Context: an optimization exercise on an open-source flow, tuned for small area. The choices shown serve that exercise and are no tape-out recipe. In this exercise RTL edits were held to simulation tests only and were not proved equivalent to the original.

==> design.v <==
module tf_safety_core (
    input  wire        clk,
    input  wire        rst_n,
    input  wire        wr_en,
    input  wire [2:0]  wr_addr,
    input  wire [31:0] wr_data,
    input  wire [2:0]  rd_addr,
    output reg  [31:0] rd_data,
    output wire        wdg_pin
);
    function [24:0] add24;               
        input [23:0] a, b;
        input        ci;
        integer i;
        reg c;
        begin
            c = ci;
            for (i = 0; i < 24; i = i + 1) begin
                add24[i] = a[i] ^ b[i] ^ c;
                c = (a[i] & b[i]) | (c & (a[i] ^ b[i]));
            end
            add24[24] = c;
        end
    endfunction
    function geu24;                      
        input [23:0] a, b;
        integer i;
        reg c;
        begin
            c = 1'b1;
            for (i = 0; i < 24; i = i + 1)
                c = (a[i] & ~b[i]) | ((a[i] | ~b[i]) & c);
            geu24 = c;
        end
    endfunction
    function [15:0] sinc16;              
        input [15:0] x;
        integer i;
        reg c;
        begin
            c = 1'b1;
            for (i = 0; i < 16; i = i + 1) begin
                sinc16[i] = x[i] ^ c;
                c = c & x[i];
            end
            if (c) sinc16 = x;
        end
    endfunction
    reg [31:0] arg0;
    reg [63:0] msg;
    reg [31:0] res0, res1;
    reg [2:0]  err;
    reg [2:0]  mode;
    reg [15:0] tx_cnt;           
    reg [15:0] rx_last;          
    reg [31:0] rx_fail;          
    reg [63:0] deb_cnt, deb_clr;    
    reg [3:0]  deb_lat;
    reg [63:0] cwd_prev, cwd_tcnt, cwd_rcnt;
    reg [3:0]  cwd_to;
    reg [10:0] st_last;          
    reg [2:0]  st_plaus;         
    reg [5:0]  st_clr;           
    reg        st_lat;
    reg [2:0]  st_code;
    reg        st_pdet;
    reg [1:0]  st_lvl;
    reg [15:0] st_wprev;
    reg [3:0]  st_wt;            
    reg [1:0]  st_wr;            
    reg        st_wto;
    reg [1:0]  mo_dir;
    reg        mo_dead;
    reg [1:0]  mo_rc;            
    reg [3:0]  mo_rclr;          
    reg        mo_rlat;
    reg [15:0] mo_wprev;
    reg [3:0]  mo_wt;            
    reg [2:0]  mo_wr;            
    reg        mo_wto;
    reg        su_bl;
    reg [15:0] su_sil, su_warn;
    reg        su_wdg;
    assign wdg_pin = su_wdg;
    always @* begin
        case (rd_addr)
            3'd1:    rd_data = arg0;
            3'd2:    rd_data = msg[31:0];
            3'd3:    rd_data = msg[63:32];
            3'd4:    rd_data = res0;
            3'd5:    rd_data = res1;
            3'd6:    rd_data = {29'd0, err};
            3'd7:    rd_data = {29'd0, mode};
            default: rd_data = 32'd0;
        endcase
    end
    wire        cmd_wr = wr_en && (wr_addr == 3'd0);
    wire [7:0]  opc    = wr_data[31:24];
    wire [7:0]  inst   = wr_data[23:16];
    wire [15:0] imm    = wr_data[15:0];
    reg  [2:0]  verr;
    always @* begin
        verr = 3'd0;
        case (opc)
            8'h00, 8'hF0: begin
                if (inst != 8'd0)            verr = 3'd2;
                else if (imm != 16'd0)       verr = 3'd3;
            end
            8'h10: begin
                if (inst >= 8'd4)            verr = 3'd2;
                else if (imm[15:1] != 0)     verr = 3'd3;
            end
            8'h20: begin
                if (inst >= 8'd4)            verr = 3'd2;
            end
            8'h30: begin
                if (inst != 8'd0)            verr = 3'd2;
                else if (imm[15:2] != 0)     verr = 3'd3;
            end
            8'h40: begin
                if (inst != 8'd0)            verr = 3'd2;
                else if (imm[15:2] != 0 || arg0[31:24] != 0) verr = 3'd3;
                else if (geu24({16'd0, arg0[23:16]}, 24'd101))              verr = 3'd3;
            end
            8'h50: begin
                if (inst != 8'd0)            verr = 3'd2;
                else if (imm[15:6] != 0 || arg0[31:16] != 0) verr = 3'd3;
                else if (imm[1:0] == 2'd3 || imm[5:4] == 2'd3) verr = 3'd3;
            end
            8'h60: begin
                if (inst != 8'd0)            verr = 3'd2;
                else if (imm[15:3] != 0)     verr = 3'd3;
                else if (imm[2:0] > 3'd4)    verr = 3'd3;
            end
            8'h70, 8'h71: begin
                if (inst >= 8'd4)            verr = 3'd2;
                else if (imm[15:4] != 0)     verr = 3'd3;
                else if (imm[3:0] < 4'd2 || imm[3:0] > 4'd8) verr = 3'd4;
            end
            default: verr = 3'd1;
        endcase
    end
    wire do_op = cmd_wr && (verr == 3'd0);
    wire op_init  = do_op &&  opc[7];
    wire op_deb   = do_op && !opc[7] && opc[6:4] == 3'd1;
    wire op_cwd   = do_op && !opc[7] && opc[6:4] == 3'd2;
    wire op_steer = do_op && !opc[7] && opc[6:4] == 3'd3;
    wire op_motor = do_op && !opc[7] && opc[6:4] == 3'd4;
    wire op_sup   = do_op && !opc[7] && opc[6:4] == 3'd5;
    wire op_mode  = do_op && !opc[7] && opc[6:4] == 3'd6;
    wire op_codec = do_op && !opc[7] && opc[6:4] == 3'd7;
    wire op_prot  = op_codec && !opc[0];
    wire op_check = op_codec &&  opc[0];
    wire init     = !rst_n || op_init;
    wire [1:0] sel = inst[1:0];
    wire [15:0] d_c = deb_cnt[16*sel +: 16];
    wire [15:0] d_l = deb_clr[16*sel +: 16];
    wire        d_L = deb_lat[sel];
    wire        cond = imm[0];
    wire [15:0] w_p = cwd_prev[16*sel +: 16];
    wire [15:0] w_t = cwd_tcnt[16*sel +: 16];
    wire [15:0] w_r = cwd_rcnt[16*sel +: 16];
    wire        w_o = cwd_to[sel];
    wire        w_eq = (imm == w_p);
    wire        is_cwd = opc[5];
    wire [15:0] cx  = is_cwd ? (w_eq ? w_t : w_r) : (d_L ? d_l : d_c);
    wire        chi = is_cwd ? !w_eq : d_L;
    wire [15:0] cth = chi ? arg0[31:16] : arg0[15:0];
    wire [15:0] cxi = sinc16(cx);
    wire        cge = geu24({8'd0, cxi}, {8'd0, cth});
    wire        db_set  = !d_L &&  cond && cge;
    wire        db_clev =  d_L && !cond && cge;
    wire        db_L    = d_L ? !db_clev : db_set;
    wire [15:0] db_c    = (!d_L && cond) ? cxi : ((d_L && !db_clev) ? d_c : 16'd0);
    wire [15:0] db_l    = (d_L && !cond && !cge) ? cxi : 16'd0;
    wire        cw_toev  =  w_eq && cge && !w_o;
    wire        cw_recev = !w_eq && w_o && cge;
    wire        cw_o     = w_o ? !cw_recev : cw_toev;
    wire [15:0] cw_t     = w_eq ? cxi : 16'd0;
    wire [15:0] cw_r     = w_eq ? w_r : ((w_o && !cge) ? cxi : 16'd0);
    wire signed [15:0] s_cmd = arg0[15:0];
    wire signed [15:0] s_fb  = arg0[31:16];
    wire        s_cok = imm[0];
    wire        s_fok = imm[1];
    wire        s_rng = s_cok && (s_cmd[15] ? !geu24({9'd0, s_cmd[14:0]}, 24'd31868)
                                         :  geu24({9'd0, s_cmd[14:0]}, 24'd901));
    wire [24:0] s_dsum = add24({{13{st_last[10]}}, st_last}, ~{{8{s_fb[15]}}, s_fb}, 1'b1);
    wire signed [16:0] s_diff = s_dsum[16:0];
    wire        s_mis = s_fok && (s_diff[16] ? !geu24({8'd0, s_diff[15:0]}, 24'd65487)
                                          :  geu24({8'd0, s_diff[15:0]}, 24'd50));
    wire [2:0]  s_pi  = (st_plaus >= 3'd5) ? 3'd5 : st_plaus + 3'd1;
    wire        s_pf  = s_mis && (st_plaus >= 3'd4);
    wire        s_det = !s_fok || !s_cok || s_rng || s_pf;
    wire [2:0]  s_code = !s_fok ? 3'd1 : !s_cok ? 3'd2 : s_rng ? 3'd3 : s_pf ? 3'd4 : 3'd0;
    wire        s_set  = !st_lat && s_det;
    wire        s_clev =  st_lat && !s_det && (st_clr == 6'd49);
    wire        s_lat  = st_lat ? !s_clev : s_det;
    wire [2:0]  s_lcode = s_set ? s_code : (s_clev ? 3'd0 : st_code);
    wire [5:0]  s_clr  = (st_lat && !s_det && !s_clev) ? st_clr + 6'd1 : 6'd0;
    wire [1:0]  s_lvl  = s_set ? 2'd1 : s_clev ? 2'd0 :
                         (st_lat && s_det && !st_pdet && st_lvl != 2'd3) ? st_lvl + 2'd1 : st_lvl;
    wire [2:0]  s_plaus = (s_mis && !s_clev) ? s_pi : 3'd0;
    wire        s_weq  = (s_cmd == st_wprev);
    wire        s_wrec = !s_weq && st_wto && (st_wr == 2'd2);
    wire        s_wto  = !s_cok ? st_wto :
                         s_weq ? (st_wto || st_wt >= 4'd9) : (st_wto && !s_wrec);
    wire [3:0]  s_wt   = !s_cok ? st_wt : s_weq ? ((st_wt >= 4'd10) ? 4'd10 : st_wt + 4'd1) : 4'd0;
    wire [1:0]  s_wr   = !s_cok ? st_wr : (s_weq || !st_wto || s_wrec) ? (s_weq ? st_wr : 2'd0) : st_wr + 2'd1;
    wire signed [10:0] s_last = st_last;
    wire signed [10:0] s_teff = s_wto ? 11'sd0 : (s_cok && !s_rng) ? s_cmd[10:0] : s_last;
    wire        s_up   = !geu24({13'd0, ~s_last[10], s_last[9:0]}, {13'd0, ~s_teff[10], s_teff[9:0]});
    wire signed [10:0] s_base = s_wto ? s_last :
                                s_up ? (s_last[10] ? 11'sd0 : s_last) : (s_last[10] ? s_last : 11'sd0);
    wire signed [10:0] s_k    = s_up ? (s_wto ? 11'sd20 : 11'sd100) : (s_wto ? -11'sd20 : -11'sd100);
    wire [24:0] s_bsum = add24({13'd0, s_base}, {13'd0, s_k}, 1'b0);
    wire signed [10:0] s_bnd  = s_bsum[10:0];
    wire        s_tgeb = geu24({13'd0, ~s_teff[10], s_teff[9:0]}, {13'd0, ~s_bnd[10], s_bnd[9:0]});
    wire signed [10:0] s_o    = (s_up ^ s_tgeb) ? s_teff : s_bnd;
    wire signed [10:0] s_out  = s_lat ? 11'sd0 : s_o;
    wire [23:0] s_x    = {{13{s_out[10]}}, s_out};
    wire [23:0] s_pa   = s_x << 9, s_pb = s_x << 6, s_pc = ~(s_x << 3), s_pd = s_x;
    wire [23:0] s_pe   = 24'd1536001 + (s_out[10] ? 24'd1023 : 24'd0);
    wire [23:0] s_c1s  = s_pa ^ s_pb ^ s_pc;
    wire [23:0] s_c1c  = ((s_pa & s_pb) | (s_pa & s_pc) | (s_pb & s_pc)) << 1;
    wire [23:0] s_c2s  = s_c1s ^ s_c1c ^ s_pd;
    wire [23:0] s_c2c  = ((s_c1s & s_c1c) | (s_c1s & s_pd) | (s_c1c & s_pd)) << 1;
    wire [23:0] s_c3s  = s_c2s ^ s_c2c ^ s_pe;
    wire [23:0] s_c3c  = ((s_c2s & s_c2c) | (s_c2s & s_pe) | (s_c2c & s_pe)) << 1;
    wire [24:0] s_pws  = add24(s_c3s, s_c3c, 1'b0);
    wire [23:0] s_pw   = s_pws[23:0];
    wire [10:0] s_phys = s_pw[20:10];
    wire [2:0]  s_fc   = s_lat ? s_lcode : s_wto ? 3'd5 : 3'd0;
    wire [31:0] st_r0  = {5'd0, s_phys, {5{s_out[10]}}, s_out};
    wire [31:0] st_r1  = {17'd0, (s_lat || s_wto), s_clev, s_set, s_lvl, s_wto, s_lat, 5'd0, s_fc};
    wire        m_cok  = imm[0];
    wire        m_safe = imm[1] || mode == 3'd0 || mode == 3'd4;
    wire signed [15:0] m_tq = arg0[15:0];
    wire [6:0]  m_der  = arg0[22:16];
    wire        m_rset = !mo_rlat && !m_cok && (mo_rc == 2'd2);
    wire        m_rclr =  mo_rlat &&  m_cok && (mo_rclr == 4'd9);
    wire        m_rlat = m_safe ? mo_rlat : (mo_rlat ? !m_rclr : m_rset);
    wire [1:0]  m_rc   = m_safe ? mo_rc :
                         !mo_rlat ? (m_cok ? 2'd0 : mo_rc + 2'd1) : (m_rclr ? 2'd0 : mo_rc);
    wire [3:0]  m_rcl  = (m_safe || !mo_rlat) ? mo_rclr :
                         (m_cok && !m_rclr) ? mo_rclr + 4'd1 : 4'd0;
    wire        m_wstep = !m_safe && m_cok;
    wire        m_weq  = (m_tq == mo_wprev);
    wire        m_wrec = !m_weq && mo_wto && (mo_wr == 3'd4);
    wire        m_wto  = !m_wstep ? mo_wto :
                         m_weq ? (mo_wto || mo_wt >= 4'd9) : (mo_wto && !m_wrec);
    wire [3:0]  m_wt   = !m_wstep ? mo_wt : m_weq ? ((mo_wt >= 4'd10) ? 4'd10 : mo_wt + 4'd1) : 4'd0;
    wire [2:0]  m_wr   = !m_wstep ? mo_wr : (m_weq || !mo_wto || m_wrec) ? (m_weq ? mo_wr : 3'd0) : mo_wr + 3'd1;
    wire [6:0]  m_lim  = (mode == 3'd2) ? 7'd75 : 7'd100;
    wire        m_neg  = m_tq[15];
    wire [24:0] m_nsum = add24({16'd0, ~m_tq[7:0]}, 24'd0, 1'b1);
    wire [7:0]  m_tabs = m_neg ? m_nsum[7:0] : m_tq[7:0];
    wire        m_big  = m_neg ? ((mode == 3'd2) ? !geu24({9'd0, m_tq[14:0]}, 24'd32693) : !geu24({9'd0, m_tq[14:0]}, 24'd32668))
                               : ((mode == 3'd2) ?  geu24({9'd0, m_tq[14:0]}, 24'd76)    :  geu24({9'd0, m_tq[14:0]}, 24'd101));
    wire        m_tok  = m_cok && mode != 3'd3;
    wire [6:0]  m_a    = !m_tok ? 7'd0 : m_big ? m_lim : m_tabs[6:0];
    reg  [24:0] m_acc;
    integer mj;
    always @* begin
        m_acc = {18'd0, m_der[0] ? m_a : 7'd0};
        for (mj = 1; mj < 7; mj = mj + 1)
            m_acc = add24(m_acc[23:0], {17'd0, m_der[mj] ? m_a : 7'd0} << mj, 1'b0);
    end
    wire [13:0] m_p    = m_acc[13:0];
    wire [11:0] m_n    = m_p[13:2];
    wire [24:0] m_u    = add24({7'd0, m_n, 5'd0}, ~{12'd0, m_n}, 1'b1);      
    wire [24:0] m_v    = add24(m_u[23:0], {4'd0, m_n, 8'd0}, 1'b0);           
    wire [24:0] m_w    = add24(m_v[23:0], {2'd0, m_n, 10'd0}, 1'b0);          
    wire [22:0] m_pq   = m_w[22:0];
    wire [6:0]  m_q    = (m_wto || m_rlat) ? 7'd0 : m_pq[21:15];
    wire        m_nz   = (m_q != 7'd0);
    wire [1:0]  m_ndir = !m_nz ? 2'd0 : m_neg ? 2'd2 : 2'd1;
    wire        m_dead = !m_safe && mo_dir != 2'd0 && m_nz && m_ndir != mo_dir;
    wire [1:0]  m_app  = (m_safe || m_dead) ? 2'd0 : m_ndir;
    wire [6:0]  m_dpct = (m_safe || m_dead) ? 7'd0 : geu24({17'd0, m_q}, 24'd96) ? 7'd95 : m_q;
    wire [24:0] m_dsum = add24({14'd0, m_dpct, 3'd0}, {16'd0, m_dpct, 1'd0}, 1'b0);
    wire [9:0]  m_duty = m_dsum[9:0];
    wire        m_en   = (m_app != 2'd0) && !su_bl;
    wire [2:0]  m_fc   = m_rlat ? 3'd2 : m_wto ? 3'd5 : 3'd0;
    wire [31:0] mo_r0  = {10'd0, m_safe, m_dead, m_en, m_en, m_app, 6'd0, m_duty};
    wire [31:0] mo_r1  = {17'd0, (m_rlat || m_wto), (mo_rlat && !m_rlat), (!mo_rlat && m_rlat),
                          2'd0, m_wto, m_rlat, 5'd0, m_fc};
    wire [1:0]  u_tr  = imm[1:0];
    wire [15:0] u_sil = imm[2] ? 16'd0 : sinc16(su_sil);
    wire [15:0] u_wrn = (u_tr == 2'd1) ? sinc16(su_warn) : 16'd0;
    wire        u_bl  = su_bl || u_tr == 2'd2 || (|u_sil[15:5]) || (u_sil[4] && (u_sil[3] || (u_sil[2] && (u_sil[1] || u_sil[0])))) || (|u_wrn[15:4]) || (u_wrn[3] && (u_wrn[2] || (u_wrn[1] && u_wrn[0])));
    wire [15:0] u_mask = arg0[15:0] | {12'd0, u_bl, 3'd0};
    wire        u_crit = (u_mask[3:0] != 4'd0);
    wire [1:0]  u_stat = (u_crit || imm[3]) ? 2'd2 : (u_mask != 16'd0) ? 2'd1 : 2'd0;
    wire        u_fed  = !u_crit && mode != 3'd4 && imm[5:4] != 2'd2 && u_tr != 2'd2;
    wire        u_wdg  = su_wdg ^ u_fed;
    wire [31:0] su_r0  = {9'd0, !u_fed, u_bl, u_bl, u_wdg, u_fed, u_stat, u_mask};
    wire [2:0]  mreq    = imm[2:0];
    wire        mode_ok = (mreq == mode) ||
                          (mode != 3'd4 && mreq > mode && (mode != 3'd0 || mreq == 3'd1));
    wire [2:0]  mode_n  = mode_ok ? mreq : mode;
    localparam [31:0] DATA_ID = 32'h030201A5;
    wire [3:0]  tx_c   = tx_cnt[4*sel +: 4];
    wire [3:0]  b1lo   = opc[0] ? msg[11:8] : tx_c;
    wire [63:0] cbuf   = {msg[63:12], b1lo, msg[7:0]};
    reg  [7:0]  crc_s [1:7];
    reg  [7:0]  cs;
    integer k, b;
    always @* begin
        cs = DATA_ID[8*sel +: 8];
        for (k = 1; k < 8; k = k + 1) begin
            cs = cs ^ cbuf[8*k +: 8];
            for (b = 0; b < 8; b = b + 1)
                cs = cs[7] ? ({cs[6:0], 1'b0} ^ 8'h1D) : {cs[6:0], 1'b0};
            crc_s[k] = cs;
        end
    end
    reg [7:0] crc;
    always @* begin
        case (imm[2:0])
            3'd2:    crc = crc_s[1];
            3'd3:    crc = crc_s[2];
            3'd4:    crc = crc_s[3];
            3'd5:    crc = crc_s[4];
            3'd6:    crc = crc_s[5];
            3'd7:    crc = crc_s[6];
            default: crc = crc_s[7];
        endcase
    end
    wire [3:0]  rc      = msg[11:8];
    wire [3:0]  r_last  = rx_last[4*sel +: 4];
    wire [7:0]  r_fail  = rx_fail[8*sel +: 8];
    wire [7:0]  r_fi    = (&r_fail) ? r_fail : r_fail + 8'd1;
    wire        k_bad   = (crc != msg[7:0]);
    wire        k_seq   = (rc != r_last + 4'd1);
    wire [3:0]  k_last  = k_bad ? r_last : rc;
    wire [7:0]  k_fail  = (k_bad || k_seq) ? r_fi : 8'd0;
    wire [1:0]  k_rsn   = k_bad ? 2'd1 : k_seq ? 2'd2 : 2'd0;
    wire        k_ok    = !k_bad && !k_seq;
    reg [31:0] op_res0, op_res1;
    always @* begin
        op_res0 = 32'd0;
        op_res1 = 32'd0;
        case (opc[6:4])
            3'd1: begin
                op_res0 = {28'd0, db_clev, db_set, db_L, db_L & cond};
                op_res1 = {db_l, db_c};
            end
            3'd2: begin
                op_res0 = {29'd0, cw_recev, cw_toev, cw_o};
                op_res1 = {cw_r, cw_t};
            end
            3'd3: begin op_res0 = st_r0; op_res1 = st_r1; end
            3'd4: begin op_res0 = mo_r0; op_res1 = mo_r1; end
            3'd5: begin op_res0 = su_r0; op_res1 = {u_wrn, u_sil}; end
            3'd6: op_res0 = {21'd0, mode_n, 7'd0, mode_ok};
            3'd7: op_res0 = opc[0] ? {4'd0, k_last, crc, k_fail, rc, 1'b0, k_rsn, k_ok}
                                   : {16'd0, crc, 4'd0, tx_c};
            default: ;
        endcase
    end
    wire [15:0] db_cw = (!init && !d_L && cond) ? cxi : 16'd0;
    wire [15:0] db_lw = init ? 16'd0 : db_l;
    wire [15:0] cw_tw = init ? 16'd0 : cw_t;
    wire [15:0] cw_rw = (!init && w_o && !cge) ? cxi : 16'd0;
    wire [15:0] a0m   = init ? 16'd0 : arg0[15:0];
    wire [31:0] wdm = init ? 32'd0 : wr_data;
    always @(posedge clk) begin
        if (init || (wr_en && wr_addr == 3'd1)) arg0 <= wdm;
        if (init || (wr_en && wr_addr == 3'd2)) msg[31:12] <= wdm[31:12];
        if (init || (wr_en && wr_addr == 3'd3)) msg[63:32] <= wdm;
        if (init || (wr_en && wr_addr == 3'd2) || op_prot)
            msg[11:0] <= (op_prot && !init) ? {tx_c, crc} : wdm[11:0];
        if (init || cmd_wr) begin
            err  <= init ? 3'd0 : verr;
            res0 <= (init || !do_op) ? 32'd0 : op_res0;
            res1 <= (init || !do_op) ? 32'd0 : op_res1;
        end
        if (init || op_mode) mode <= init ? 3'd0 : mode_n;
    end
    genvar gi;
    generate
        for (gi = 0; gi < 4; gi = gi + 1) begin : g_inst
            wire hit = (sel == gi);
            always @(posedge clk) begin
                if (init || (op_deb && hit && (!d_L || db_clev)))
                    deb_cnt[16*gi +: 16] <= db_cw;
                if (init || (op_deb && hit)) begin
                    deb_clr[16*gi +: 16] <= db_lw;
                    deb_lat[gi]          <= init ? 1'b0  : db_L;
                end
                if (init || (op_cwd && hit)) begin
                    cwd_prev[16*gi +: 16] <= wdm[15:0];
                    cwd_tcnt[16*gi +: 16] <= cw_tw;
                    cwd_to[gi]            <= init ? 1'b0  : cw_o;
                end
                if (init || (op_cwd && hit && !w_eq))
                    cwd_rcnt[16*gi +: 16] <= cw_rw;
                if (init || (op_prot && hit))
                    tx_cnt[4*gi +: 4] <= init ? 4'd0 : tx_c + 4'd1;
                if (init || (op_check && hit)) begin
                    rx_last[4*gi +: 4] <= init ? 4'd0 : k_last;
                    rx_fail[8*gi +: 8] <= init ? 8'd0 : k_fail;
                end
            end
        end
    endgenerate
    always @(posedge clk) begin
        if (init || op_steer) begin
            st_last  <= init ? 11'd0 : s_out;
            st_plaus <= init ? 3'd0  : s_plaus;
            st_clr   <= init ? 6'd0  : s_clr;
            st_lat   <= init ? 1'b0  : s_lat;
            st_code  <= init ? 3'd0  : s_lcode;
            st_pdet  <= init ? 1'b0  : s_det;
            st_lvl   <= init ? 2'd0  : s_lvl;
        end
        if (init || (op_steer && s_cok)) begin
            st_wprev <= a0m;
            st_wt    <= init ? 4'd0  : s_wt;
            st_wr    <= init ? 2'd0  : s_wr;
            st_wto   <= init ? 1'b0  : s_wto;
        end
        if (init || op_motor) begin
            mo_dir   <= init ? 2'd0  : m_app;
            mo_dead  <= init ? 1'b0  : m_dead;
        end
        if (init || (op_motor && !m_safe)) begin
            mo_rc    <= init ? 2'd0  : m_rc;
            mo_rclr  <= init ? 4'd0  : m_rcl;
            mo_rlat  <= init ? 1'b0  : m_rlat;
        end
        if (init || (op_motor && m_wstep)) begin
            mo_wprev <= a0m;
            mo_wt    <= init ? 4'd0  : m_wt;
            mo_wr    <= init ? 3'd0  : m_wr;
            mo_wto   <= init ? 1'b0  : m_wto;
        end
        if (init || op_sup) begin
            su_bl   <= init ? 1'b0  : u_bl;
            su_sil  <= init ? 16'd0 : u_sil;
            su_warn <= init ? 16'd0 : u_wrn;
            su_wdg  <= init ? 1'b0  : u_wdg;
        end
    end
endmodule
==> run.sh <==
#!/bin/bash
# synth_recipe.tcl (not shown) runs the flow's synth.tcl, then flattens the netlist and writes it again
# the make line also repeats each setting of config.mk as NAME=value (left out here)
make -C /OpenROAD-flow-scripts/flow DESIGN_CONFIG=/design/flow/config.mk WORK_HOME=/design/flow/orfs CLKGATE_MAP_FILE= SYNTH_SCRIPT=/design/flow/synth_recipe.tcl finish
==> config.mk <==
export PLATFORM = sky130hd
export DESIGN_NAME = tf_safety_core
export DESIGN_NICKNAME = tf_safety_core
export VERILOG_FILES = /design/flow/design.v
export SDC_FILE = /design/flow/constraint.sdc
export NUM_CORES = 4
export LEC_CHECK = 0
export CAP_MARGIN = 20
export CORE_MARGIN = 2
export CORE_UTILIZATION = 40
export CTS_BUF_LIST = sky130_fd_sc_hd__clkbuf_8
export SLEW_MARGIN = 20
==> constraint.sdc <==
create_clock -name core_clock -period 70.0 [get_ports {clk}]
set_input_delay 14.0000 -clock core_clock [delete_from_list [all_inputs] [get_ports {clk}]]
set_output_delay 14.0000 -clock core_clock [all_outputs]
set_load 0.01 [all_outputs]
==> run_results.csv, run 1 <==
group,metric,value,unit
status,status,"finished clean",
yosys,syn_area,0.04036,mm^2
route,vias,27886,
job,maxCapViolations,0,
yosys,synth_edf_count,671,
clocking,clkTransAtPathRegs,0.06,ns
sta,tightest_slew,1.207,ns
final_layout,layout-drive-gt1-share,14.09,%
global_routing,grt_pass1_vias,27315,
worst_setup_path,worst-setup-path-type,"input pin to flop",
placed_design,portBuffers,73,
worst_setup_path,required,70.47,ns
global_routing,grtUsageTotal,25.31,%
route,firstDrtPassIters,6,
global_routing,antenna_found_initial,8,
placed_design,gp_congestion,0.9744,
worst_setup_path,crit_top_cell,"fa_1",
floorplanning,std_cell_rows,116,
worst_setup_path,worstPathArrival,32.46,ns
route,via_per_inst,5.906,
route,drc_errors,0,
yosys,ys_types,84,
sta,min_period,31.99,ns
sta,max_slew_margin,18.71,%
floorplanning,start_util,40.36,%
floorplanning,dieArea,0.1035,mm^2
route,ant_nets,0,
sta,rsz0062_at_grt,"no",
sta,whs,0.5619,ns
yosys,syn_avg_cell_area,12.48,um^2
clocking,cts_tree,"yes",
floorplanning,die-height,321.6,um
clocking,clock-root-buffer,"clkbuf_8",
clocking,cts_buffer_depth,3,
sta,maxClockFrequency,0.03126,GHz
worst_setup_path,worstSetupStartpointType,"input pin",
clocking,hold_buffers,0,
floorplanning,core-area,0.1000,mm^2
final_layout,layout.nets,3618,
route,drt-initial-drc-count,3241,
clocking,postCtsSetupRepairBufs,0,
yosys,yosysWarnings,2,
floorplanning,dieWidth,321.6,um
sta,setup_tns,0,ns
yosys,syn_nets,3517,
clocking,cts_buffers,112,
yosys,ys_ff_latch,671,
yosys,seq_area_frac_synth,49.92,%
worst_setup_path,crit_fanout,41,
sta,setup_viol,0,
final_layout,area_growth,11.47,%
clocking,cts-resized-gates,0,
placed_design,dp_hpwl,96560,um
global_routing,overflow,0,
floorplanning,ios,74,
yosys,async_reset_ff_share,0,%
global_routing,grt_pass1_wl,189800,um
yosys,synthFlopType,"edfxtp_1",
worst_setup_path,critPathMaxStageDelay,0.68,ns
route,post_drt_wl_per_cell,27.97,um
sta,maxSlewViolCount,0,
clocking,htreeDepth,3,
clocking,numClockSinks,671,
route,drt-total-wl,132100,um
sta,hold_viol_final,0,
worst_setup_path,crit_path_end_kind,"flop",
sta,min_period_over_period,45.70,%
global_routing,grt_max_degree,64,
clocking,clkLatencyLatePin,0.80,ns
yosys,syn_inst,3233,
sta,clock_skew,0.06915,ns
worst_setup_path,cpMaxStageDelayCell,"fa_1",
hold_path,min_path_type,"flop to flop",
## final cells by class
cell class / count / area, um^2
fill: 9090 / 55010
sequential: 671 / 20150
multi-input combinational: 2231 / 19130
tap: 1298 / 1624
clock buffer: 112 / 1541
timing repair buffer: 164 / 1419
inverter: 154 / 578.1
clock inverter: 90 / 541.8
antenna: 2 / 5.005
## routing by layer
layer / up-vias / global-route usage (%) / share of wire [%]
met4: 6 / 9.875 / 4.2
li1: 12133 / - / -
met1: 14098 / 34.86 / 41
met3: 257 / 6.766 / 10
met2: 1392 / 38.08 / 44
met5: - / 0 / 0.028
## cells in the mapped netlist (59+ instances only)
master      n  area share (%)
xnor2_1   177             3.8
mux4_2    101             5.6
nor2_1    352             3.3
a21oi_1   121             1.5
o21ai_0   103             1.3
edfxtp_1  671              50
inv_1     150             1.4
nand2_1   180             1.7
mux2i_1   113             2.8
clkbuf_1  147             1.4
xor2_1    106             2.3
and3_1     59            0.91
ha_1      140             4.3
fa_1      103             5.1
## kinds of logic after synthesis
group                      share of synthesized area, %
muxes                                             10.09
xor gates and xnor gates                          9.297
DFF                                               49.92
AOI/OAI and AO/OA                                 7.775
adders and majority gates                         9.648
and+or+nand+nor                                   10.15
buffers and inverters                             3.112
## state kept, by name, summed over array words and instances (netlist names), 32 cells and up
signal / count
cwd_prev: 64
cwd_rcnt: 64
cwd_tcnt: 64
deb_clr: 64
deb_cnt: 64
msg: 64
arg0: 32
res1: 32
rx_fail: 32
## worst paths after layout
check | start | to | slack (ns) | cells past startpoint
setup / recovery | wr_data[0] | res0[9] | 38.01 | 61
hold / removal | st_wr[0] | st_wr[0] | 0.56 | 1
setup reg to reg | arg0[0] | res0[9] | 49.28 | 69
hold reg to reg | st_wr[0] | st_wr[0] | 0.56 | 1
## cells in the final DEF (no fill, tap or decap), drive strengths merged, types with 7 or more instances in the layout
master	count
or3	10
mux2	57
a211oi	17
ha	140
and3	59
nand2	180
mux4	101
maj3	8
clkbuf	112
clkinv	49
xnor2	190
o221ai	15
inv	191
nand2b	24
o21ai	107
mux2i	114
nor2	352
nand4	20
clkdlybuf4s50	67
a221oi	31
nor4	29
xnor3	31
fa	103
edfxtp	671
xor2	116
nand3	53
o31ai	7
a31oi	13
nor2b	19
nor3	49
a21o	15
a21oi	121
a22oi	36
or2	8
and2	57
o22ai	51
buf	97
## metrics by stage
| step | std cells | util, % | worst slack, ns | instance area [um^2] |
|---|---|---|---|---|
| 2_1_floorplan | 3233 | - | 38.12 | 40360 |
| 4_1_cts | 4719 | 44.94 | 38.10 | 44940 |
| 3_5_place_dp | 4517 | 42.86 | 37.27 | 42860 |
| 5_1_grt | 4721 | 44.99 | 37.31 | 44990 |
| 3_3_place_gp | 4516 | 42.83 | 37.68 | 42830 |
| 6_report | 4722 | 44.99 | 38.01 | 44990 |
## worst max-delay path: cells and delay by family
| family | cells | cell delay (ns) |
|---|---|---|
| adders and majority gates | 35 | 13.93 |
| buffers and inverters | 10 | 1.07 |
| AOI/OAI and AO/OA | 6 | 1.49 |
| and+or+nand+nor | 7 | 1.34 |
| xor gates and xnor gates | 3 | 0.56 |
==> run 2: changes to the inputs <==
--- a/design.v
+++ b/design.v
@@ -55,5 +55,5 @@
     reg [15:0] rx_last;          
     reg [31:0] rx_fail;          
-    reg [63:0] deb_cnt, deb_clr;    
+    reg [63:0] deb_a, deb_b;        
     reg [3:0]  deb_lat;
     reg [63:0] cwd_prev, cwd_tcnt, cwd_rcnt;
@@ -154,6 +154,6 @@
     wire init     = !rst_n || op_init;
     wire [1:0] sel = inst[1:0];
-    wire [15:0] d_c = deb_cnt[16*sel +: 16];
-    wire [15:0] d_l = deb_clr[16*sel +: 16];
+    wire [15:0] d_a = deb_a[16*sel +: 16];
+    wire [15:0] d_b = deb_b[16*sel +: 16];
     wire        d_L = deb_lat[sel];
     wire        cond = imm[0];
@@ -164,5 +164,6 @@
     wire        w_eq = (imm == w_p);
     wire        is_cwd = opc[5];
-    wire [15:0] cx  = is_cwd ? (w_eq ? w_t : w_r) : (d_L ? d_l : d_c);
+    wire [15:0] cx  = opc[6] ? (opc[5] ? {8'hFF, rx_fail[8*sel +: 8]} : su_sil)
+                             : (is_cwd ? (w_eq ? w_t : w_r) : d_a);
     wire        chi = is_cwd ? !w_eq : d_L;
     wire [15:0] cth = chi ? arg0[31:16] : arg0[15:0];
@@ -172,5 +173,5 @@
     wire        db_clev =  d_L && !cond && cge;
     wire        db_L    = d_L ? !db_clev : db_set;
-    wire [15:0] db_c    = (!d_L && cond) ? cxi : ((d_L && !db_clev) ? d_c : 16'd0);
+    wire [15:0] db_c    = (!d_L && cond) ? cxi : ((d_L && !db_clev) ? d_b : 16'd0);
     wire [15:0] db_l    = (d_L && !cond && !cge) ? cxi : 16'd0;
     wire        cw_toev  =  w_eq && cge && !w_o;
@@ -286,5 +287,5 @@
                           2'd0, m_wto, m_rlat, 5'd0, m_fc};
     wire [1:0]  u_tr  = imm[1:0];
-    wire [15:0] u_sil = imm[2] ? 16'd0 : sinc16(su_sil);
+    wire [15:0] u_sil = imm[2] ? 16'd0 : cxi;
     wire [15:0] u_wrn = (u_tr == 2'd1) ? sinc16(su_warn) : 16'd0;
     wire        u_bl  = su_bl || u_tr == 2'd2 || (|u_sil[15:5]) || (u_sil[4] && (u_sil[3] || (u_sil[2] && (u_sil[1] || u_sil[0])))) || (|u_wrn[15:4]) || (u_wrn[3] && (u_wrn[2] || (u_wrn[1] && u_wrn[0])));
@@ -330,5 +331,5 @@
     wire [3:0]  r_last  = rx_last[4*sel +: 4];
     wire [7:0]  r_fail  = rx_fail[8*sel +: 8];
-    wire [7:0]  r_fi    = (&r_fail) ? r_fail : r_fail + 8'd1;
+    wire [7:0]  r_fi    = cxi[7:0];
     wire        k_bad   = (crc != msg[7:0]);
     wire        k_seq   = (rc != r_last + 4'd1);
@@ -359,6 +360,6 @@
         endcase
     end
-    wire [15:0] db_cw = (!init && !d_L && cond) ? cxi : 16'd0;
-    wire [15:0] db_lw = init ? 16'd0 : db_l;
+    wire [15:0] db_aw = (!init && (cond ^ d_L) && !cge) ? cxi : 16'd0;
+    wire [15:0] db_bw = (!init && db_set) ? cxi : 16'd0;
     wire [15:0] cw_tw = init ? 16'd0 : cw_t;
     wire [15:0] cw_rw = (!init && w_o && !cge) ? cxi : 16'd0;
@@ -383,8 +384,8 @@
             wire hit = (sel == gi);
             always @(posedge clk) begin
-                if (init || (op_deb && hit && (!d_L || db_clev)))
-                    deb_cnt[16*gi +: 16] <= db_cw;
+                if (init || (op_deb && hit && (db_set || db_clev)))
+                    deb_b[16*gi +: 16] <= db_bw;
                 if (init || (op_deb && hit)) begin
-                    deb_clr[16*gi +: 16] <= db_lw;
+                    deb_a[16*gi +: 16] <= db_aw;
                     deb_lat[gi]          <= init ? 1'b0  : db_L;
                 end
==> flow/run.sh (new file) <==
#!/bin/bash
set -euo pipefail
export CTS_ARGS="-sink_clustering_enable -repair_clock_nets -dont_use_dummy_load -sink_clustering_size 24 -sink_clustering_max_diameter 80 -buf_list sky130_fd_sc_hd__clkbuf_16"
export BUFFER_PORTS_ARGS="-buffer_cell sky130_fd_sc_hd__buf_1"
bash standard.sh > flow.log 2>&1
==> standard.sh (new file) <==
#!/bin/bash
# synth_recipe.tcl (not shown) runs the flow's synth.tcl, then flattens the netlist and writes it again
# the make line also repeats each setting of config.mk as NAME=value (left out here)
make -C /OpenROAD-flow-scripts/flow DESIGN_CONFIG=/design/flow/config.mk WORK_HOME=/design/flow/orfs CLKGATE_MAP_FILE= SYNTH_SCRIPT=/design/flow/synth_recipe.tcl "${@:-finish}"
--- a/config.mk
+++ b/config.mk
@@ -9,4 +9,3 @@
 export CORE_MARGIN = 2
 export CORE_UTILIZATION = 40
-export CTS_BUF_LIST = sky130_fd_sc_hd__clkbuf_8
 export SLEW_MARGIN = 20
removed: run.sh
==> run_results.csv, run 2 <==
group,metric,value,unit
floorplanning,std_cell_rows,115,
yosys,async_reset_ff_share,0,%
final_layout,final_common_cell,"edfxtp_1",
sta,setup_tns,0,ns
yosys,syn_area,0.03997,mm^2
worst_setup_path,crit_top_cell,"fa_1",
sta,min_period,31.91,ns
final_layout,layout.nets,3451,
worst_setup_path,critical_path.startpoint,"wr_data[0]",
clocking,cts_tree,"yes",
floorplanning,dieArea,0.1025,mm^2
floorplanning,ios,74,
global_routing,grt_pass1_vias,26010,
route,drt-total-wl,124400,um
clocking,clkTransAtPathRegs,0.08,ns
clocking,clock-root-buffer,"clkbuf_16",
yosys,yosysTopAreaCellShare,50.41,%
floorplanning,die-height,320.1,um
floorplanning,start_util,40.49,%
global_routing,overflow,0,
route,drt-initial-drc-count,3544,
placed_design,dp_hpwl,91050,um
final_layout,num_antenna_cells,0,
yosys,ys_types,89,
worst_setup_path,crit_fanout,17,
worst_setup_path,crit_path_end_kind,"flop",
worst_setup_path,critPathMaxStageDelay,0.57,ns
clocking,postCtsSetupRepairBufs,0,
status,status,"finished clean",
clocking,cts_buffers,40,
yosys,ys_top_cells_by_count,"edfxtp_1, nor2_1, xnor2_1, nand2_1, inv_1",
yosys,synth_largest_area_cell,"edfxtp_1",
sta,rsz0062_at_grt,"no",
yosys,synth-compound-area-share,7.745,%
worst_setup_path,path_delay_family,"adder cells",
yosys,synth-adder-area-share,9.510,%
worst_setup_path,rr_startpoint,"arg0[1]",
worst_setup_path,worst-setup-path-type,"input pin to flop",
yosys,synth.area.top_cells,"edfxtp_1, mux4_2, fa_1, xnor2_1, ha_1",
placed_design,dp_slack,37.46,ns
worst_setup_path,cpMaxStageDelayCell,"fa_1",
yosys,synth-simple-area-share,9.667,%
route,drc_errors,0,
route,vias,26869,
clocking,hold_buffers,0,
sta,clock_skew,0.07617,ns
yosys,ys_ff_latch,671,
sta,hold_viol_final,0,
clocking,clkLatencyLatePin,0.62,ns
final_layout,area_growth,7.428,%
clocking,cts-resized-gates,0,
sta,tightest_slew,1.180,ns
sta,max_slew_margin,21.02,%
yosys,syn_inst,3164,
yosys,synth_top_family_by_area,"multiplexers",
worst_setup_path,worstSetupStartpointType,"input pin",
global_routing,grt_max_degree,56,
sta,fin_ws,38.09,ns
worst_setup_path,worstPathArrival,32.19,ns
floorplanning,dieWidth,320.1,um
final_layout,final_cell_mix,"edfxtp_1, nor2_1, xnor2_1",
worst_setup_path,required,70.28,ns
global_routing,grt.busiest_layer,"met2",
yosys,muxShareOfSynthArea,9.786,%
route,post_drt_wl_per_cell,27.88,um
global_routing,grtUsageTotal,23.97,%
sta,maxSlewViolCount,0,
hold_path,min_path_type,"flop to flop",
final_layout,layout-drive-gt1-share,11.43,%
yosys,synth.most_common_cell,"edfxtp_1",
route,ant_nets,0,
clocking,numClockSinks,671,
yosys,syn_nets,3437,
global_routing,grt_use_met2,36.93,%
yosys,synth_edf_count,671,
sta,min_period_over_period,45.59,%
yosys,seq_area_frac_synth,50.41,%
placed_design,portBuffers,73,
global_routing,met1_usage,34.44,%
global_routing,grt_pass1_wl,180300,um
clocking,htreeDepth,2,
job,maxCapViolations,0,
hold_path,hp-start,"st_wr[0]",
yosys,yosysWarnings,2,
clocking,cts_buffer_depth,3,
yosys,syn_avg_cell_area,12.63,um^2
yosys,synth_xor_xnor_area_share,9.369,%
sta,maxClockFrequency,0.03134,GHz
floorplanning,core-area,0.09871,mm^2
yosys,synthFlopType,"edfxtp_1",
route,via_per_inst,6.020,
sta,setup_viol,0,
global_routing,gr-usage-met3,3.928,%
placed_design,gp_congestion,0.9968,
global_routing,antenna_found_initial,2,
route,firstDrtPassIters,6,
worst_setup_path,critPathBufInv,11,
==> run 2: cell types whose count changed in the layout (fill, tap and decap cells not counted), sizes merged, moves of 20 or more <==
cell	delta
nand3	-24
buf	+49
xor2	-32
mux2i	-20
nor2	-20
clkinv	-47
clkdlybuf4s50	-67
clkbuf	-63
==> run 2: cell families after synthesis <==
family | count (synthesis)
DFF | 671
muxes | 249
and+or+nand+nor | 832
AOI/OAI and AO/OA | 467
adders and majority gates | 246
buffers and inverters | 366
xor gates and xnor gates | 333
==> run 2: worst register-to-register path: cells and delay by family, from the launching register on <==
family / cells / cell delay (ns)
compound gates: 9 / 2.13
xor+xnor: 2 / 0.33
fa+ha+maj: 37 / 14.30
buf+inv: 11 / 1.09
flops: 1 / 0.62
mux: 1 / 0.26
simple gates: 7 / 0.77
==> run 2: worst paths after layout <==
path	end	cells past startpoint	slack, ns
setup reg to reg	res0[8]	67	50.16
setup / recovery	res0[8]	62	38.09
hold reg to reg	st_wr[0]	1	0.56
hold / removal	st_wr[0]	1	0.56
==> run 2: layout make-up <==
class                           count  area [um^2]
Sequential cell                   671        20150
Timing Repair Buffer              155        908.4
Fill cell                        8999        55770
Inverter                          183        686.9
Tap cell                         1287         1610
Clock buffer                       40         1001
Multi-Input combinational cell   2127        18580
==> run 2: through the flow <==
| stage | util [%] | cell area [um^2] | cells | hold WS, ns |
|---|---|---|---|---|
| 6_report | 43.50 | 42940 | 4463 | 0.5602 |
| 5_1_grt | 43.50 | 42940 | 4463 | 0.5678 |
| 4_1_cts | 43.50 | 42930 | 4463 | 0.5606 |
| 3_5_place_dp | 42.48 | 41930 | 4423 | 0.5534 |
| 3_3_place_gp | 42.48 | 41930 | 4423 | 0.5449 |
| 2_1_floorplan | - | 39970 | 3164 | 0.5279 |
==> run 2: metal layers <==
metal / routed length [um] / up-vias
li1: - / 11609
met1: 51930 / 13599
met2: 55500 / 1405
met3: 12010 / 252
met4: 4962 / 4
met5: 25 / -
==> run 3: changes to the inputs <==
==> flow/run.sh (replaced) <==
#!/bin/bash
set -euo pipefail
export CTS_ARGS="-sink_clustering_enable -repair_clock_nets -dont_use_dummy_load -sink_clustering_size 10 -sink_clustering_max_diameter 50 -buf_list sky130_fd_sc_hd__clkbuf_4"
export BUFFER_PORTS_ARGS="-buffer_cell sky130_fd_sc_hd__buf_1"
bash standard.sh > flow.log 2>&1
==> run_results.csv, run 3 <==
group,metric,value,unit
clocking,postCtsSetupRepairBufs,0,
yosys,synth.most_common_cell,"edfxtp_1",
floorplanning,std_cell_rows,115,
floorplanning,ios,74,
clocking,numClockSinks,671,
route,post_drt_wl_per_cell,27.73,um
clocking,cts_buffers,88,
hold_path,whs_endpoint,"st_wr[0]",
yosys,yosysWarnings,2,
worst_setup_path,crit_top_cell,"fa_1",
route,drt-total-wl,125100,um
floorplanning,core-area,0.09871,mm^2
yosys,synthFlopType,"edfxtp_1",
yosys,ys_types,89,
worst_setup_path,crit_path_end_kind,"flop",
worst_setup_path,worstPathArrival,32.23,ns
route,via_per_inst,5.988,
placed_design,portBuffers,73,
hold_path,min_path_type,"flop to flop",
floorplanning,dieArea,0.1025,mm^2
worst_setup_path,critPathMaxStageDelay,0.57,ns
global_routing,overflow,0,
global_routing,grt_max_degree,56,
yosys,syn_nets,3437,
worst_setup_path,required,70.56,ns
placed_design,gp_congestion,0.9968,
placed_design,dp_hpwl,91050,um
yosys,synth_edf_count,671,
sta,maxClockFrequency,0.03158,GHz
final_layout,layout-drive-gt1-share,12.75,%
worst_setup_path,worstSetupStartpointType,"input pin",
route,ant_nets,0,
route,drt-initial-drc-count,3525,
yosys,syn_area,0.03997,mm^2
final_layout,final_cell_mix,"edfxtp_1, nor2_1, xnor2_1",
sta,rsz0062_at_grt,"no",
final_layout,area_growth,6.583,%
clocking,cts_tree,"yes",
floorplanning,start_util,40.49,%
global_routing,grt_pass1_wl,182000,um
yosys,synth.area.top_cells,"edfxtp_1, mux4_2, fa_1, xnor2_1, ha_1",
sta,setup_tns,0,ns
worst_setup_path,r2r_end,"res0[8]",
placed_design,dp_slack,37.46,ns
sta,max_slew_margin,24.48,%
sta,clock_skew,0.1109,ns
worst_setup_path,crit_fanout,17,
final_layout,layout.nets,3499,
sta,whs,0.5639,ns
clocking,cts_buffer_depth,3,
hold_path,holdPathStages,1,
route,drc_errors,0,
final_layout,final_common_cell,"edfxtp_1",
global_routing,grt_pass1_vias,26395,
hold_path,hp-start,"st_wr[0]",
worst_setup_path,r2r_slack,50.13,ns
worst_setup_path,rr_startpoint,"arg0[1]",
clocking,clkLatencyLatePin,0.91,ns
sta,maxSlewViolCount,0,
job,maxCapViolations,0,
clocking,clkTransAtPathRegs,0.09,ns
worst_setup_path,cpMaxStageDelayCell,"fa_1",
sta,hold_viol_final,0,
global_routing,grtUsageTotal,24.24,%
worst_setup_path,worst-setup-path-type,"input pin to flop",
route,vias,27018,
sta,tightest_slew,1.129,ns
worst_setup_path,critical_path.startpoint,"wr_data[0]",
yosys,async_reset_ff_share,0,%
route,firstDrtPassIters,7,
sta,min_period_over_period,45.24,%
yosys,ys_top_cells_by_count,"edfxtp_1, nor2_1, xnor2_1, nand2_1, inv_1",
sta,setup_viol,0,
yosys,yosysTopAreaCellShare,50.41,%
sta,fin_ws,38.33,ns
yosys,synth_largest_area_cell,"edfxtp_1",
floorplanning,dieWidth,320.1,um
clocking,hold_buffers,0,
clocking,clock-root-buffer,"clkbuf_4",
yosys,syn_avg_cell_area,12.63,um^2
worst_setup_path,r2r_cells,67,
yosys,syn_inst,3164,
yosys,ys_ff_latch,671,
clocking,htreeDepth,3,
yosys,seq_area_frac_synth,50.41,%
floorplanning,die-height,320.1,um
sta,min_period,31.67,ns
status,status,"finished clean",
global_routing,antenna_found_initial,4,
clocking,cts-resized-gates,0,
[run 3: worst max-delay path, delay by kind of cell]
| family | cells | cell delay, ns |
|---|---|---|
| compound gates | 8 | 1.85 |
| buf+inv | 11 | 1.03 |
| fa+ha+maj | 35 | 13.74 |
| xor+xnor | 2 | 0.34 |
| mux | 1 | 0.26 |
| simple gates | 5 | 0.97 |
[run 3: routing by layer]
metal  vias up  share of wire (%)  GRT usage [%]
met5         -              0.037              0
met4         6                4.0          8.816
met3       267                 10          4.692
met2      1470                 45          36.98
met1     13543                 41          34.45
li1      11732                  -              -
[run 3: worst max path at each step]
stage | slack, ns | end | cells past startpoint
2_1_floorplan | 38.22 | res0[8] | 61
3_5_place_dp | 37.46 | res0[8] | 60
6_report | 38.33 | res0[8] | 62
3_3_place_gp | 37.90 | res0[8] | 60
5_1_grt | 37.48 | res0[8] | 62
4_1_cts | 38.48 | res0[8] | 60
[run 3: layout make-up]
| cell class | instances | area (um^2) |
|---|---|---|
| Fill cell | 9084 | 56110 |
| Sequential cell | 671 | 20150 |
| Multi-Input combinational cell | 2127 | 18580 |
| Tap cell | 1287 | 1610 |
| Timing Repair Buffer | 155 | 908.4 |
| Inverter | 183 | 686.9 |
| Clock buffer | 88 | 660.6 |
| Antenna cell | 1 | 2.502 |
[run 3: logic make-up (layout without fill, tap and decap cells)]
logic type / count (synthesis) / in the layout / synth area share, %
AO/OA/AOI/OAI: 467 / 467 / 7.745
buffers and inverters: 366 / 426 / 3.512
XOR/XNOR: 333 / 333 / 9.369
other: 0 / 1 / 0
adder cells (fa/ha/maj): 246 / 246 / 9.510
multiplexers: 249 / 249 / 9.786
AND/OR/NAND/NOR: 832 / 832 / 9.667
flip-flops: 671 / 671 / 50.41
[run 3: metrics by stage]
stage | cells | area, um^2 | util [%]
finish | 4512 | 42600 | 43.16
global route | 4512 | 42600 | 43.16
CTS | 4511 | 42590 | 43.15
detailed placement | 4423 | 41930 | 42.48
global placement | 4423 | 41930 | 42.48
floorplan | 3164 | 39970 | -
==> run 4: changes to the inputs <==
==> flow/run.sh (replaced) <==
#!/bin/bash
set -euo pipefail
export CTS_ARGS="-sink_clustering_enable -repair_clock_nets -dont_use_dummy_load -sink_clustering_size 16 -sink_clustering_max_diameter 60 -buf_list sky130_fd_sc_hd__clkbuf_8"
export BUFFER_PORTS_ARGS="-buffer_cell sky130_fd_sc_hd__buf_1"
bash standard.sh > flow.log 2>&1
==> run_results.csv, run 4 <==
group,metric,value,unit
route,drt-total-wl,124900,um
yosys,synthFlopType,"edfxtp_1",
global_routing,grt_pass1_vias,26103,
final_layout,final_util,43.29,%
floorplanning,start_util,40.49,%
yosys,syn_avg_cell_area,12.63,um^2
floorplanning,core-area,0.09871,mm^2
final_layout,fillers,9047,
route,via_per_inst,6.000,
worst_setup_path,crit_top_cell,"fa_1",
yosys,yosysWarnings,2,
sta,setup_tns,0,ns
sta,setup_viol,0,
final_layout,final_common_cell,"edfxtp_1",
sta,min_period_over_period,45.38,%
sta,maxClockFrequency,0.03148,GHz
route,vias,26915,
clocking,cts_tree,"yes",
yosys,syn_nets,3437,
placed_design,placed_cells,4423,
worst_setup_path,critPathBufInv,11,
yosys,synth.most_common_cell,"edfxtp_1",
final_layout,stdcell_count,4486,
global_routing,antenna_found_initial,3,
floorplanning,std_cell_rows,115,
yosys,seq_area_frac_synth,50.41,%
final_layout,layout.nets,3468,
route,ant_nets,0,
placed_design,portBuffers,73,
sta,max_slew_margin,18.32,%
clocking,cts_buffers,57,
yosys,syn_area,0.03997,mm^2
final_layout,final_cell_mix,"edfxtp_1, nor2_1, xnor2_1",
placed_design,dpl-instance-area,0.04193,mm^2
yosys,ys_top_cells_by_count,"edfxtp_1, nor2_1, xnor2_1, nand2_1, inv_1",
yosys,yosysTopAreaCellShare,50.41,%
route,drc_errors,0,
yosys,async_reset_ff_share,0,%
clocking,clock-root-buffer,"clkbuf_8",
global_routing,overflow,0,
clocking,cts_buffer_depth,3,
final_layout,layout-drive-gt1-share,11.90,%
global_routing,grt_pass1_wl,181000,um
final_layout,final_cell_area,0.04273,mm^2
worst_setup_path,crit_fanout,17,
placed_design,gp_congestion,0.9968,
worst_setup_path,required,70.41,ns
route,firstDrtPassIters,7,
clocking,htreeDepth,2,
route,drt-initial-drc-count,3559,
yosys,synth.area.top_cells,"edfxtp_1, mux4_2, fa_1, xnor2_1, ha_1",
yosys,synth_edf_count,671,
clocking,clkLatencyLatePin,0.75,ns
global_routing,grt_max_degree,56,
worst_setup_path,path_delay_family,"adder cells",
sta,tightest_slew,1.221,ns
worst_setup_path,worstPathArrival,32.17,ns
job,maxCapViolations,0,
clocking,clkTransAtPathRegs,0.11,ns
floorplanning,dieWidth,320.1,um
final_layout,multi_input_comb_area,0.01858,mm^2
sta,hold_viol_final,0,
final_layout,seq_area,0.02015,mm^2
route,post_drt_wl_per_cell,27.85,um
sta,rsz0062_at_grt,"no",
clocking,postCtsSetupRepairBufs,0,
sta,min_period,31.76,ns
clocking,numClockSinks,671,
floorplanning,die-height,320.1,um
placed_design,dp_hpwl,91050,um
final_layout,area_growth,6.912,%
yosys,ys_ff_latch,671,
floorplanning,ios,74,
hold_path,min_path_type,"flop to flop",
clocking,cts-resized-gates,0,
worst_setup_path,cpMaxStageDelayCell,"fa_1",
sta,maxSlewViolCount,0,
floorplanning,dieArea,0.1025,mm^2
clocking,hold_buffers,0,
yosys,syn_inst,3164,
worst_setup_path,worstSetupStartpointType,"input pin",
worst_setup_path,worst-setup-path-type,"input pin to flop",
worst_setup_path,crit_path_end_kind,"flop",
worst_setup_path,critPathMaxStageDelay,0.57,ns
status,status,"finished clean",
yosys,ys_types,89,
global_routing,grtUsageTotal,24.03,%
yosys,synth_largest_area_cell,"edfxtp_1",
sta,clock_skew,0.1025,ns
==> run 4: path summary, 6_finish.rpt <==
| kind | startpoint | endpoint | slack, ns | cells after the start |
|---|---|---|---|---|
| max | wr_data[0] | res0[8] | 38.24 | 62 |
| min reg2reg | st_wr[0] | st_wr[0] | 0.56 | 1 |
| max reg2reg | arg0[1] | res0[8] | 50.21 | 67 |
| min | st_wr[0] | st_wr[0] | 0.56 | 1 |
==> run 4: cells by family (layout without fill, tap and decap cells) <==
logic type | Yosys count | count (layout) | share of synthesized area [%]
AOI/OAI and AO/OA | 467 | 467 | 7.745
and+or+nand+nor | 832 | 832 | 9.667
adders and majority gates | 246 | 246 | 9.510
buffers and inverters | 366 | 395 | 3.512
xor gates and xnor gates | 333 | 333 | 9.369
DFF | 671 | 671 | 50.41
other | 0 | 6 | 0
muxes | 249 | 249 | 9.786
==> run 4: through the flow <==
step	hold slack [ns]	setup WS [ns]
floorplan	0.5279	38.22
global placement	0.5449	37.90
detailed placement	0.5534	37.46
finish	0.5644	38.24
CTS	0.5648	38.28
global route	0.5720	37.26
==> run 4: per-layer routing <==
layer	part of all wire (%)	global-route usage, %	up-vias
met1	42	34.21	13617
met5	0.014	0	-
li1	-	-	11643
met4	4.0	8.607	2
met2	45	36.71	1394
met3	9.6	4.578	259
==> run 4: worst register-to-register path, delay by kind of cell, from the launching register on <==
| kind | cells | cell delay [ns] |
|---|---|---|
| DFF | 1 | 0.63 |
| muxes | 1 | 0.26 |
| AOI/OAI and AO/OA | 9 | 2.11 |
| and+or+nand+nor | 7 | 0.78 |
| xor gates and xnor gates | 2 | 0.33 |
| adders and majority gates | 37 | 14.30 |
| buffers and inverters | 11 | 1.10 |
==> run 4: final cells by class <==
type / count / area share (%)
diodes: 6 / 0.03514
clock buffers: 57 / 1.836
inverters: 183 / 1.607
multi-input cells: 2127 / 43.47
flip-flops and latches: 671 / 47.15
well taps: 1287 / 3.768
repair buffers: 155 / 2.126
==> run 5: changes to the inputs <==
--- a/design.v
+++ b/design.v
@@ -108,9 +108,9 @@
             end
             8'h10: begin
-                if (inst >= 8'd4)            verr = 3'd2;
+                if (|inst[7:2])            verr = 3'd2;
                 else if (imm[15:1] != 0)     verr = 3'd3;
             end
             8'h20: begin
-                if (inst >= 8'd4)            verr = 3'd2;
+                if (|inst[7:2])            verr = 3'd2;
             end
             8'h30: begin
@@ -131,10 +131,10 @@
                 if (inst != 8'd0)            verr = 3'd2;
                 else if (imm[15:3] != 0)     verr = 3'd3;
-                else if (imm[2:0] > 3'd4)    verr = 3'd3;
+                else if (imm[2] && imm[1:0] != 2'd0)    verr = 3'd3;
             end
             8'h70, 8'h71: begin
-                if (inst >= 8'd4)            verr = 3'd2;
+                if (|inst[7:2])            verr = 3'd2;
                 else if (imm[15:4] != 0)     verr = 3'd3;
-                else if (imm[3:0] < 4'd2 || imm[3:0] > 4'd8) verr = 3'd4;
+                else if (imm[3:1] == 3'd0 || (imm[3] && imm[2:0] != 3'd0)) verr = 3'd4;
             end
             default: verr = 3'd1;
==> flow/run.sh (replaced) <==
#!/bin/bash
set -euo pipefail
here=$(pwd)
sd="$here/orfs_scripts"
rm -rf "$sd"
cp -r "$FLOW_HOME/scripts" "$sd"
cp "$here/flow/abc_area.script" "$sd/abc_speed.script"
export SCRIPTS_DIR="$sd"
export ADDER_MAP_FILE=
export CTS_ARGS="-sink_clustering_enable -repair_clock_nets -dont_use_dummy_load -sink_clustering_size 16 -sink_clustering_max_diameter 60 -buf_list sky130_fd_sc_hd__clkbuf_8"
export BUFFER_PORTS_ARGS="-buffer_cell sky130_fd_sc_hd__buf_1"
bash standard.sh > flow.log 2>&1
==> flow/abc_area.script (new file) <==
strash
&get -n
&fraig -x
&put
dc2
dch -f
amap -F 5 -A 8
topo
--- a/config.mk
+++ b/config.mk
@@ -6,6 +6,6 @@
 export NUM_CORES = 4
 export LEC_CHECK = 0
-export CAP_MARGIN = 20
+export CAP_MARGIN = 5
 export CORE_MARGIN = 2
 export CORE_UTILIZATION = 40
-export SLEW_MARGIN = 20
+export SLEW_MARGIN = 5
==> run_results.csv, run 5 <==
group,metric,value,unit
yosys,ys_top_cells_by_count,"nor2_1, edfxtp_1, nand2_1, o21ai_0, a21oi_1",
route,post_drt_wl_per_cell,26.71,um
clocking,numClockSinks,671,
global_routing,grt_max_degree,102,
final_layout,fillers,8505,
yosys,seq_area_frac_synth,57.27,%
sta,min_period_over_period,43.36,%
worst_setup_path,crit_path_end_kind,"output port",
final_layout,layout.nets,3856,
sta,maxSlewViolCount,0,
clocking,hold_buffers,0,
global_routing,grt_pass1_wl,191500,um
yosys,syn_area,0.03518,mm^2
final_layout,final_common_cell,"nor2_1",
yosys,ys_ff_latch,671,
hold_path,min_path_type,"flop to flop",
yosys,syn_avg_cell_area,9.819,um^2
clocking,clkLatencyLatePin,0.81,ns
sta,min_period,30.35,ns
yosys,synthFlopType,"edfxtp_1",
floorplanning,core-area,0.08702,mm^2
worst_setup_path,crit_fanout,24,
sta,whs,0.5688,ns
final_layout,layout-drive-gt1-share,4.931,%
floorplanning,std_cell_rows,108,
yosys,yosysWarnings,2,
worst_setup_path,worst-setup-path-type,"input pin to output port",
final_layout,final_util,44.50,%
yosys,synth_largest_area_cell,"edfxtp_1",
global_routing,antenna_found_initial,11,
worst_setup_path,cpMaxStageDelayCell,"o211ai_1",
clocking,cts-resized-gates,0,
final_layout,area_growth,10.08,%
yosys,ys_types,55,
global_routing,overflow,0,
sta,setup_tns,0,ns
clocking,clkTransAtPathRegs,0.09,ns
route,vias,31111,
sta,hold_viol_final,0,
worst_setup_path,critPathBufInv,5,
yosys,synth_edf_count,671,
clocking,cts_tree,"yes",
clocking,cts_buffers,61,
worst_setup_path,worstPathArrival,16.35,ns
route,firstDrtPassIters,9,
yosys,async_reset_ff_share,0,%
clocking,clock-root-buffer,"clkbuf_8",
clocking,htreeDepth,2,
route,drt-initial-drc-count,4239,
final_layout,final_cell_mix,"nor2_1, edfxtp_1, nand2_1",
sta,clock_skew,0.1544,ns
placed_design,portBuffers,73,
route,via_per_inst,6.251,
worst_setup_path,worstPathCellList,"buf_1 > clkinv_1 > nor3_2 > buf_4 > clkinv_1 > o211ai_1 > buf_1",
route,drt-total-wl,132900,um
sta,tightest_slew,1.174,ns
yosys,syn_nets,3624,
yosys,synth.most_common_cell,"nor2_1",
clocking,postCtsSetupRepairBufs,0,
worst_setup_path,critPathMaxStageDelay,0.74,ns
route,ant_nets,0,
clocking,cts_buffer_depth,3,
job,maxCapViolations,0,
worst_setup_path,required,56.00,ns
sta,max_slew_margin,21.47,%
floorplanning,start_util,40.43,%
sta,setup_viol,0,
placed_design,gp_congestion,1.066,
placed_design,dp_hpwl,95740,um
global_routing,grtUsageTotal,28.75,%
route,drc_errors,0,
floorplanning,die-height,300.6,um
sta,rsz0062_at_grt,"no",
yosys,yosysTopAreaCellShare,57.27,%
worst_setup_path,worstSetupStartpointType,"input pin",
worst_setup_path,path_delay_family,"buffers and inverters",
status,status,"finished clean",
global_routing,grt_pass1_vias,27882,
yosys,syn_inst,3583,
yosys,synth.area.top_cells,"edfxtp_1, nor2_1, o21ai_0, a21oi_1, nand2_1",
sta,maxClockFrequency,0.03295,GHz
floorplanning,ios,74,
floorplanning,dieArea,0.09034,mm^2
floorplanning,dieWidth,300.6,um
==> run 5: cell types whose count changed in the layout (fill, tap and decap cells not counted), sizes merged, moves of 78 or more <==
cell / previous run / this run
ha: 131 / 0
a222oi: 9 / 119
nand2: 182 / 370
o21ai: 98 / 306
a21oi: 110 / 303
fa: 101 / 0
nor2: 332 / 722
xor2: 84 / 6
mux4: 107 / 0
xnor2: 204 / 1
clkinv: 2 / 299
o22ai: 51 / 178
mux2i: 94 / 0
inv: 181 / 1
==> run 5: final timing paths <==
check | from | endpoint | slack, ns | cells past startpoint
max | rd_addr[0] | rd_data[12] | 39.65 | 7
min | st_clr[0] | st_clr[0] | 0.57 | 1
max reg2reg | arg0[3] | res0[26] | 53.04 | 89
min reg2reg | st_clr[0] | st_clr[0] | 0.57 | 1
==> run 5: metrics by stage <==
| step | area (um^2) | cells | setup WS (ns) |
|---|---|---|---|
| 2_1_floorplan | 35180 | 3583 | 37.74 |
| 3_3_place_gp | 37860 | 4907 | 39.87 |
| 3_5_place_dp | 37860 | 4907 | 39.85 |
| 4_1_cts | 38700 | 4968 | 39.83 |
| 5_1_grt | 38710 | 4972 | 38.86 |
| 6_report | 38720 | 4977 | 39.65 |
==> run 5: worst reg2reg max path: cells and delay by family (launching register included) <==
kind	cells	cell delay, ns
DFF	1	0.32
AOI/OAI and AO/OA	45	8.93
buffers and inverters	10	2.89
and+or+nand+nor	34	4.49
==> run 5: cells by family (layout without fill, tap and decap cells) <==
family	after synthesis	count (layout)	share of synthesized area [%]
and+or+nand+nor	1316	1316	15.36
xor gates and xnor gates	7	7	0.1743
DFF	671	671	57.27
AOI/OAI and AO/OA	1287	1287	23.97
other	0	9	0
buffers and inverters	302	532	3.222
==> run 5: layer usage <==
layer | vias up | global-route usage [%] | part of all wire, %
li1 | 14233 | - | -
met1 | 14728 | 40.26 | 41
met2 | 1815 | 43.42 | 43
met3 | 327 | 5.635 | 11
met4 | 8 | 12.58 | 5.0
met5 | - | 0 | 0.044
==> run 5: final cells by class <==
cell class	count	area, um^2	share of cell area, %
well taps	1155	1445	3.732
inverters	300	1126	2.908
diodes	9	22.52	0.05816
flip-flops and latches	671	20150	52.03
clock buffers	61	839.6	2.168
repair buffers	171	1035	2.672
multi-input cells	2610	14110	36.43

afterwards: timing with drivers on the ports:
The flow's constraints put no driver on any port. The routed layouts listed below were extracted and timed again, unchanged, in two steps. Step 1: set_driving_cell puts a clkbuf_16 on clk and a buf_2 on each other input, an assumption about the parent block. Step 2 times the ports against the registers' clock, not the clock port: input delays grow and output delays shrink by t, the midpoint of the rising clock arrivals with the driver on. a / b / c = ideal / step 1 / step 2; a / b = the first two.
run	t, ns	setup slack, ns	worst register clock-pin slew, ns	cell pins on the clock port's net
run 1	0.831	38.008 / 38.047 / 37.216	0.07 / 0.07	1
run 2	0.653	38.089 / 38.096 / 37.442	0.10 / 0.10	1
run 3	0.908	38.333 / 38.331 / 37.422	0.12 / 0.12	1
run 4	0.757	38.236 / 38.238 / 37.481	0.11 / 0.11	1
run 5	0.797	39.651 / 39.622 / 39.622	0.10 / 0.10	1
After both steps setup and hold are still met in every run listed. The setup slack of run 3, which loses most, moves by -0.002 ns with the drivers and by -0.911 ns with both steps.
